Context: an optimization exercise on an open-source flow, tuned for small area, a short achievable clock period and few clock cycles per item. The choices shown serve that exercise and are no tape-out recipe. Only simulation tests tie the RTL to the original design; equivalence was not proved. Power is estimated from default activity; no workload was simulated.

Setup of wip/quartz:
==> flow/design.v (excerpt) <==
module tfv_frontend (
    input              clk,
    input              rst,             
    input              start,           
    input              clear,           
    input      [7:0]   codec_sel,       
    input      [1:0]   transport_sel,   
    input      [31:0]  buf_len,         
    output             mem_req,
    output     [10:0]  mem_addr,
    input              mem_gnt,
    input      [7:0]   mem_rdata,
    output     [1:0]   state,           
    output     [3:0]   err_code,
    output     [7:0]   err_detail,
    output     [31:0]  err_offset,
    output     [63:0]  err_expected,
    output     [63:0]  err_actual,
    output     [15:0]  crc_result,
    output     [7:0]   rec_count,
    output     [31:0]  rec_size,
    output             dg_valid,
    output     [15:0]  dg_packet_id,
    output     [7:0]   dg_seq_id,
    output     [15:0]  dg_decl_len,
    output     [119:0] dev_id
);
For scale: about 2600 cells after synthesis, roughly 260 flip-flops, roughly 460 I/O pins, roughly 19000 sq um of cells after synthesis.
export LEC_CHECK = 0
export ABC_AREA = 1
export CAP_MARGIN = 20
export CORE_MARGIN = 2
export CORE_UTILIZATION = 40
export CTS_CLUSTER_DIAMETER = 150
export CTS_CLUSTER_SIZE = 20
export SETUP_SLACK_MARGIN = 3.2
export SLEW_MARGIN = 20
create_clock -name core_clock -period 6.0 [get_ports {clk}]
standard.sh (not shown) runs the stock make flow with config.mk's settings and CLKGATE_MAP_FILE= SYNTH_SCRIPT=/design/flow/synth_recipe.tcl, a recipe that flattens the netlist after the stock synthesis.
==> flow/flow/run.sh <==
#!/bin/bash
export BUFFER_PORTS_ARGS="-buffer_cell sky130_fd_sc_hd__buf_1"
bash standard.sh > standard.log 2>&1
Per the final summary, wip/quartz finished and its layout is clean on timing, DRC and antenna.
Testbench counts of wip/quartz, summed over its fixed seeds: cycles 62,792, frames 384.
Modified inputs, wip/amber compared to wip/quartz
- CTS_CLUSTER_SIZE no longer set, was 20
- CTS_CLUSTER_DIAMETER no longer set, was 150
- ABC_AREA no longer set, was 1
- SETUP_SLACK_MARGIN now 3.0, was 3.2
- ABC_CLOCK_PERIOD_IN_PS now 3000, previously not set
### Flow results
reg2out as the type of the worst setup path was reported by wip/quartz, and reg2reg by wip/amber.
Looking only at non-clock buffer count, and setting everything else aside, the higher value of wip/amber and wip/quartz goes to wip/amber.
Run comparison: wip/amber slowest cell on the critical path or4_4; wip/quartz slowest cell on the critical path dfxtp_4
wip/amber vs wip/quartz on detailed route wirelength on metal3: wip/amber is the lower one.
wip/amber ended up with met4 as its top routing layer in use; wip/quartz ended up with met5.
Cmp wip/amber and wip/quartz / post-route cell area / lower: wip/amber
wip/amber against wip/quartz: die outline height now smaller, maximum frequency now sits lower.
Row total power of the final layout: wip/amber lower / wip/quartz higher
Diff wip/quartz -> wip/amber: register share of total power higher, portion of total power attributed to combinational logic went down 16 points.
Input-level comparison between wip/violet and wip/amber:
- CTS_CLUSTER_SIZE now 20, previously not set
- CTS_CLUSTER_DIAMETER now 150, previously not set
- ABC_CLOCK_PERIOD_IN_PS no longer set, was 3000
Findings:
From wip/amber to wip/violet the numbers moved as follows: logic depth of the worst path, buffers included up 1; fraction of the cycle the final worst path needs up 0.79 points; highest attainable clock frequency down about 1.5%; I/O pin count flat. wip/violet reports its worst setup path endpoint as sub[0] while wip/amber reports srn[52].
The following lists how wip/garnet was set up differently from wip/violet:
- CTS_CLUSTER_DIAMETER removed (was 150)
- TNS_END_PERCENT newly set to 10
- CTS_CLUSTER_SIZE removed (was 20)
- ABC_AREA newly set to 1
wip/garnet reports a higher DRC marker count from the first detailed-route iteration than wip/violet does. Changes observed in wip/garnet relative to wip/violet: routed wire length up 14%; non-filler instance count after layout went up by 426. On placeable core region, wip/violet beats wip/garnet. Post-synthesis cell count: higher on wip/garnet. wip/garnet reports a higher shortest period the worst path allows than wip/violet does. Sort wip/violet and wip/garnet by HPWL after detailed placement, descending, and wip/garnet comes first. wip/violet has lower via count than wip/garnet.
Changes in wip/yarrow relative to wip/garnet:
- an added CTS_CLUSTER_DIAMETER of 150
- a change of SETUP_SLACK_MARGIN from 3.0 to 3.15
- an added CTS_CLUSTER_SIZE of 24
- a deleted TNS_END_PERCENT that had been 10
Worst hold-check slack was higher in the run labelled wip/yarrow. Compared with wip/garnet, routed wire length in wip/yarrow increased slightly. wip/garnet: full flow OK, the timing, design-rule and antenna checks passed. Having completed the whole flow, wip/yarrow delivered a layout that passed the timing, design-rule and antenna checks. As of wip/yarrow, first-pass GRT wire length had risen slightly compared to wip/garnet. wip/garnet → wip/yarrow: overall power consumption shows a reduction of about 10%, post-route worst setup slack now larger, placed wire-length estimate after detailed placement dropped about 1%. Between wip/garnet and wip/yarrow, the number of vias per cell after detailed routing is lower for wip/garnet. On final instance area, wip/yarrow tracks wip/garnet almost exactly. In terms of detailed-route wire length on metal 1, wip/yarrow and wip/garnet differ only marginally.
What wip/indigo does differently from wip/yarrow at the input level:
- swapping 40 for 60 in CORE_UTILIZATION
- swapping 3.15 for 3.0 in SETUP_SLACK_MARGIN
- clearing CTS_CLUSTER_DIAMETER, which used to be 150
- clearing ABC_AREA, which used to be 1
- clearing CTS_CLUSTER_SIZE, which used to be 24
Share of total power in combinational logic: wip/indigo vs wip/yarrow down 15 points
dg_decl_len[1] as the capture point of the worst path was reported by wip/yarrow, and srn[64] by wip/indigo.
wip/yarrow → wip/indigo: final area fell by 180 sq um, total power consumption of the routed design saw a decrease, post-synthesis share of cell area spent on and, or, nand and nor gates lost 4.4 points, hold slack has decreased, post-place setup slack lower.
Total inserted antenna cells is lower on wip/yarrow
Critical path depth, wip/yarrow and wip/indigo: smaller value in wip/yarrow

---

tfv_frontend again, from the RTL that the note above started with.
==> flow/design.v (excerpt) <==
module tfv_frontend (
    input              clk,
    input              rst,             
    input              start,           
    input              clear,           
    input      [7:0]   codec_sel,       
    input      [1:0]   transport_sel,   
    input      [31:0]  buf_len,         
    output             mem_req,
    output     [10:0]  mem_addr,
    input              mem_gnt,
    input      [7:0]   mem_rdata,
    output     [1:0]   state,           
    output     [3:0]   err_code,
    output     [7:0]   err_detail,
    output     [31:0]  err_offset,
    output     [63:0]  err_expected,
    output     [63:0]  err_actual,
    output     [15:0]  crc_result,
    output     [7:0]   rec_count,
    output     [31:0]  rec_size,
    output             dg_valid,
    output     [15:0]  dg_packet_id,
    output     [7:0]   dg_seq_id,
    output     [15:0]  dg_decl_len,
    output     [119:0] dev_id
);
==> flow/config.mk <==
export PLATFORM = sky130hd
export DESIGN_NAME = tfv_frontend
export DESIGN_NICKNAME = tfv_frontend
export VERILOG_FILES = /design/flow/design.v
export SDC_FILE = /design/flow/constraint.sdc
export NUM_CORES = 4
export LEC_CHECK = 0
export CAP_MARGIN = 20
export CORE_MARGIN = 2
export CORE_UTILIZATION = 40
export SETUP_SLACK_MARGIN = 3.0
export SLEW_MARGIN = 20
==> flow/constraint.sdc <==
create_clock -name core_clock -period 6.0 [get_ports {clk}]
set_input_delay 1.2000 -clock core_clock [delete_from_list [all_inputs] [get_ports {clk}]]
set_output_delay 1.2000 -clock core_clock [all_outputs]
set_load 0.01 [all_outputs]
Scripts as last shown in full above: flow/flow/run.sh
Testbench counts at the start, summed over its fixed seeds: cycles 62,792, frames 384.
Then changed:
- ABC_AREA: default -> 1
- CTS_CLUSTER_DIAMETER: default -> 150
- CTS_CLUSTER_SIZE: default -> 20
- SETUP_SLACK_MARGIN: 3.0 -> 3.1
Clock-buffer cell count decreases by 8.
Flip-flop and latch count does not change.
Core utilization falls by 2.3 points.
Global-route usage is higher by 2.2 points.
Worst setup slack is better by 0.12 ns.
Wire length rises by 14%.
Then changed:
- CTS_CLUSTER_DIAMETER: 150 -> default
- CTS_CLUSTER_SIZE: 20 -> default
- SETUP_SLACK_MARGIN: 3.1 -> 3.0
What happened:
- setup slack loses 0.092 ns
- wire length is about the same
- first-iteration DRC count came out lower by 12%
- design area came out higher by 1.0%
- synthesized area does not change
- fmax came out lower by 3.1%
- power came out higher by 10%
- global-route usage came out higher by 0.51 points

---

Another version of the RTL of tfv_frontend (not shown whole).
Size in the first run: about 250 flip-flops.
Settings: LEC_CHECK=0, CAP_MARGIN=20, CORE_MARGIN=2, CORE_UTILIZATION=40, SETUP_SLACK_MARGIN=3.4, SLEW_MARGIN=20; clock period 6.0 ns.
run.sh (not shown) runs the stock make flow with config.mk's settings and CLKGATE_MAP_FILE= SYNTH_SCRIPT=/design/flow/synth_recipe.tcl, a recipe that flattens the netlist after the stock synthesis.
Stock flow here: none of the scripts above is used.
Testbench counts at the start, summed over its fixed seeds: cycles 62,792, frames 384.
Then changed:
--- a/flow/config.mk
+++ b/flow/config.mk
@@ -10,3 +10,3 @@
 export CORE_UTILIZATION = 40
-export SETUP_SLACK_MARGIN = 3.4
+export SETUP_SLACK_MARGIN = 2.7
 export SLEW_MARGIN = 20
=> Worst hold slack got worse by 0.0049 ns. Clock power rose by about 10%. Final cell count falls by 11%.

---

Setup of JK:
RTL: one of the versions met above, not the one the previous note started from.
Size in the first run: ~2600 cells after synthesis, roughly 260 flip-flops, about 460 I/O pins, ~0.019 mm^2 of cells after synthesis.
==> flow/design.v (excerpt) <==
module tfv_frontend (
    input              clk,
    input              rst,             
    input              start,           
    input              clear,           
    input      [7:0]   codec_sel,       
    input      [1:0]   transport_sel,   
    input      [31:0]  buf_len,         
    output             mem_req,
    output     [10:0]  mem_addr,
    input              mem_gnt,
    input      [7:0]   mem_rdata,
    output     [1:0]   state,           
    output     [3:0]   err_code,
    output     [7:0]   err_detail,
    output     [31:0]  err_offset,
    output     [63:0]  err_expected,
    output     [63:0]  err_actual,
    output     [15:0]  crc_result,
    output     [7:0]   rec_count,
    output     [31:0]  rec_size,
    output             dg_valid,
    output     [15:0]  dg_packet_id,
    output     [7:0]   dg_seq_id,
    output     [15:0]  dg_decl_len,
    output     [119:0] dev_id
);
Settings: LEC_CHECK=0, ABC_AREA=1, CAP_MARGIN=20, CORE_MARGIN=2, CORE_UTILIZATION=40, CTS_CLUSTER_DIAMETER=150, CTS_CLUSTER_SIZE=20, SETUP_SLACK_MARGIN=3.3, SLEW_MARGIN=20; clock period 6.0 ns.
standard.sh (not shown) runs the stock make flow with config.mk's settings and CLKGATE_MAP_FILE= SYNTH_SCRIPT=/design/flow/synth_recipe.tcl, a recipe that flattens the netlist after the stock synthesis.
Scripts as last shown in full above: flow/flow/run.sh
Looking at the reports, JK completed the entire flow and the layout it produced met the timing, design-rule and antenna checks.
Testbench counts of JK, summed over its fixed seeds: cycles 62,792, frames 384.
> inputs changed (JK -> MS)
Settings: SETUP_SLACK_MARGIN changed from 3.3 to 3.0.
Findings:
- Diff JK..MS | number of buffers created by CTS | unchanged
- Setup slack ends up higher on JK.
- Taking JK as the reference, in MS count of final max-slew check failures flat; global-route usage over all layers saw a decrease.
Inputs modified between MS and AL:
Settings: swapping 3.0 for 3.18 in SETUP_SLACK_MARGIN.
==> results.txt <==
AL: done, clean on timing, DRC and antenna
The signed area change from the synthesized netlist to the final layout of AL is higher than that of MS.
The lower final non-filler cell total of AL and MS is in MS.
Compare AL and MS | worst IR drop on VDD lower: AL

separate check: timing with driven ports:
No port has a modelled driver above. Below, the same layouts with a new extraction and two added sets of constraints.
Step 1 (the two cells are an assumption about what drives the block):
set clk [get_ports {clk}]
set_driving_cell -lib_cell sky130_fd_sc_hd__clkbuf_16 $clk
set_driving_cell -lib_cell sky130_fd_sc_hd__buf_2 [delete_from_list [all_inputs] $clk]
Step 2 times the ports against the registers' clock, not the clock port: input delays grow and output delays shrink by t, the midpoint of the rising clock arrivals with the driver on.
a / b / c = ideal / step 1 / step 2; a / b = the first two.
run	t (ns)	setup slack, ns	worst hold slack (ns)	worst register clock-pin slew, ns
wip/quartz	0.584	3.148 / 3.088 / 2.662	0.455 / 0.455 / 0.455	0.11 / 0.11
wip/amber	0.645	2.985 / 2.985 / 2.374	0.450 / 0.450 / 0.450	0.07 / 0.07
wip/violet	0.577	2.937 / 2.959 / 2.382	0.452 / 0.452 / 0.452	0.10 / 0.10
wip/garnet	0.649	2.800 / 2.742 / 2.288	0.448 / 0.448 / 0.448	0.07 / 0.07
wip/yarrow	0.578	3.153 / 3.091 / 2.649	0.458 / 0.458 / 0.458	0.12 / 0.12
wip/indigo	0.623	2.995 / 2.995 / 2.387	0.451 / 0.451 / 0.451	0.07 / 0.07
the first run of note 2	0.645	2.985 / 2.985 / 2.374	0.450 / 0.450 / 0.450	0.07 / 0.07
the second run of note 2	0.586	3.102 / 3.053 / 2.573	0.456 / 0.456 / 0.456	0.11 / 0.11
the third run of note 2	0.641	3.010 / 2.952 / 2.456	0.450 / 0.450 / 0.450	0.07 / 0.07
the first run of note 3	0.663	2.938 / 2.886 / 2.398	0.455 / 0.455 / 0.455	0.07 / 0.07
the second run of note 3	0.647	2.733 / 2.674 / 2.165	0.450 / 0.450 / 0.450	0.06 / 0.06
JK	0.584	3.132 / 3.070 / 2.719	0.484 / 0.484 / 0.484	0.10 / 0.10
MS	0.589	3.040 / 2.981 / 2.516	0.453 / 0.453 / 0.453	0.11 / 0.11
AL	0.589	3.204 / 3.141 / 2.699	0.455 / 0.455 / 0.455	0.11 / 0.11
After both steps setup and hold are still met in every run listed.
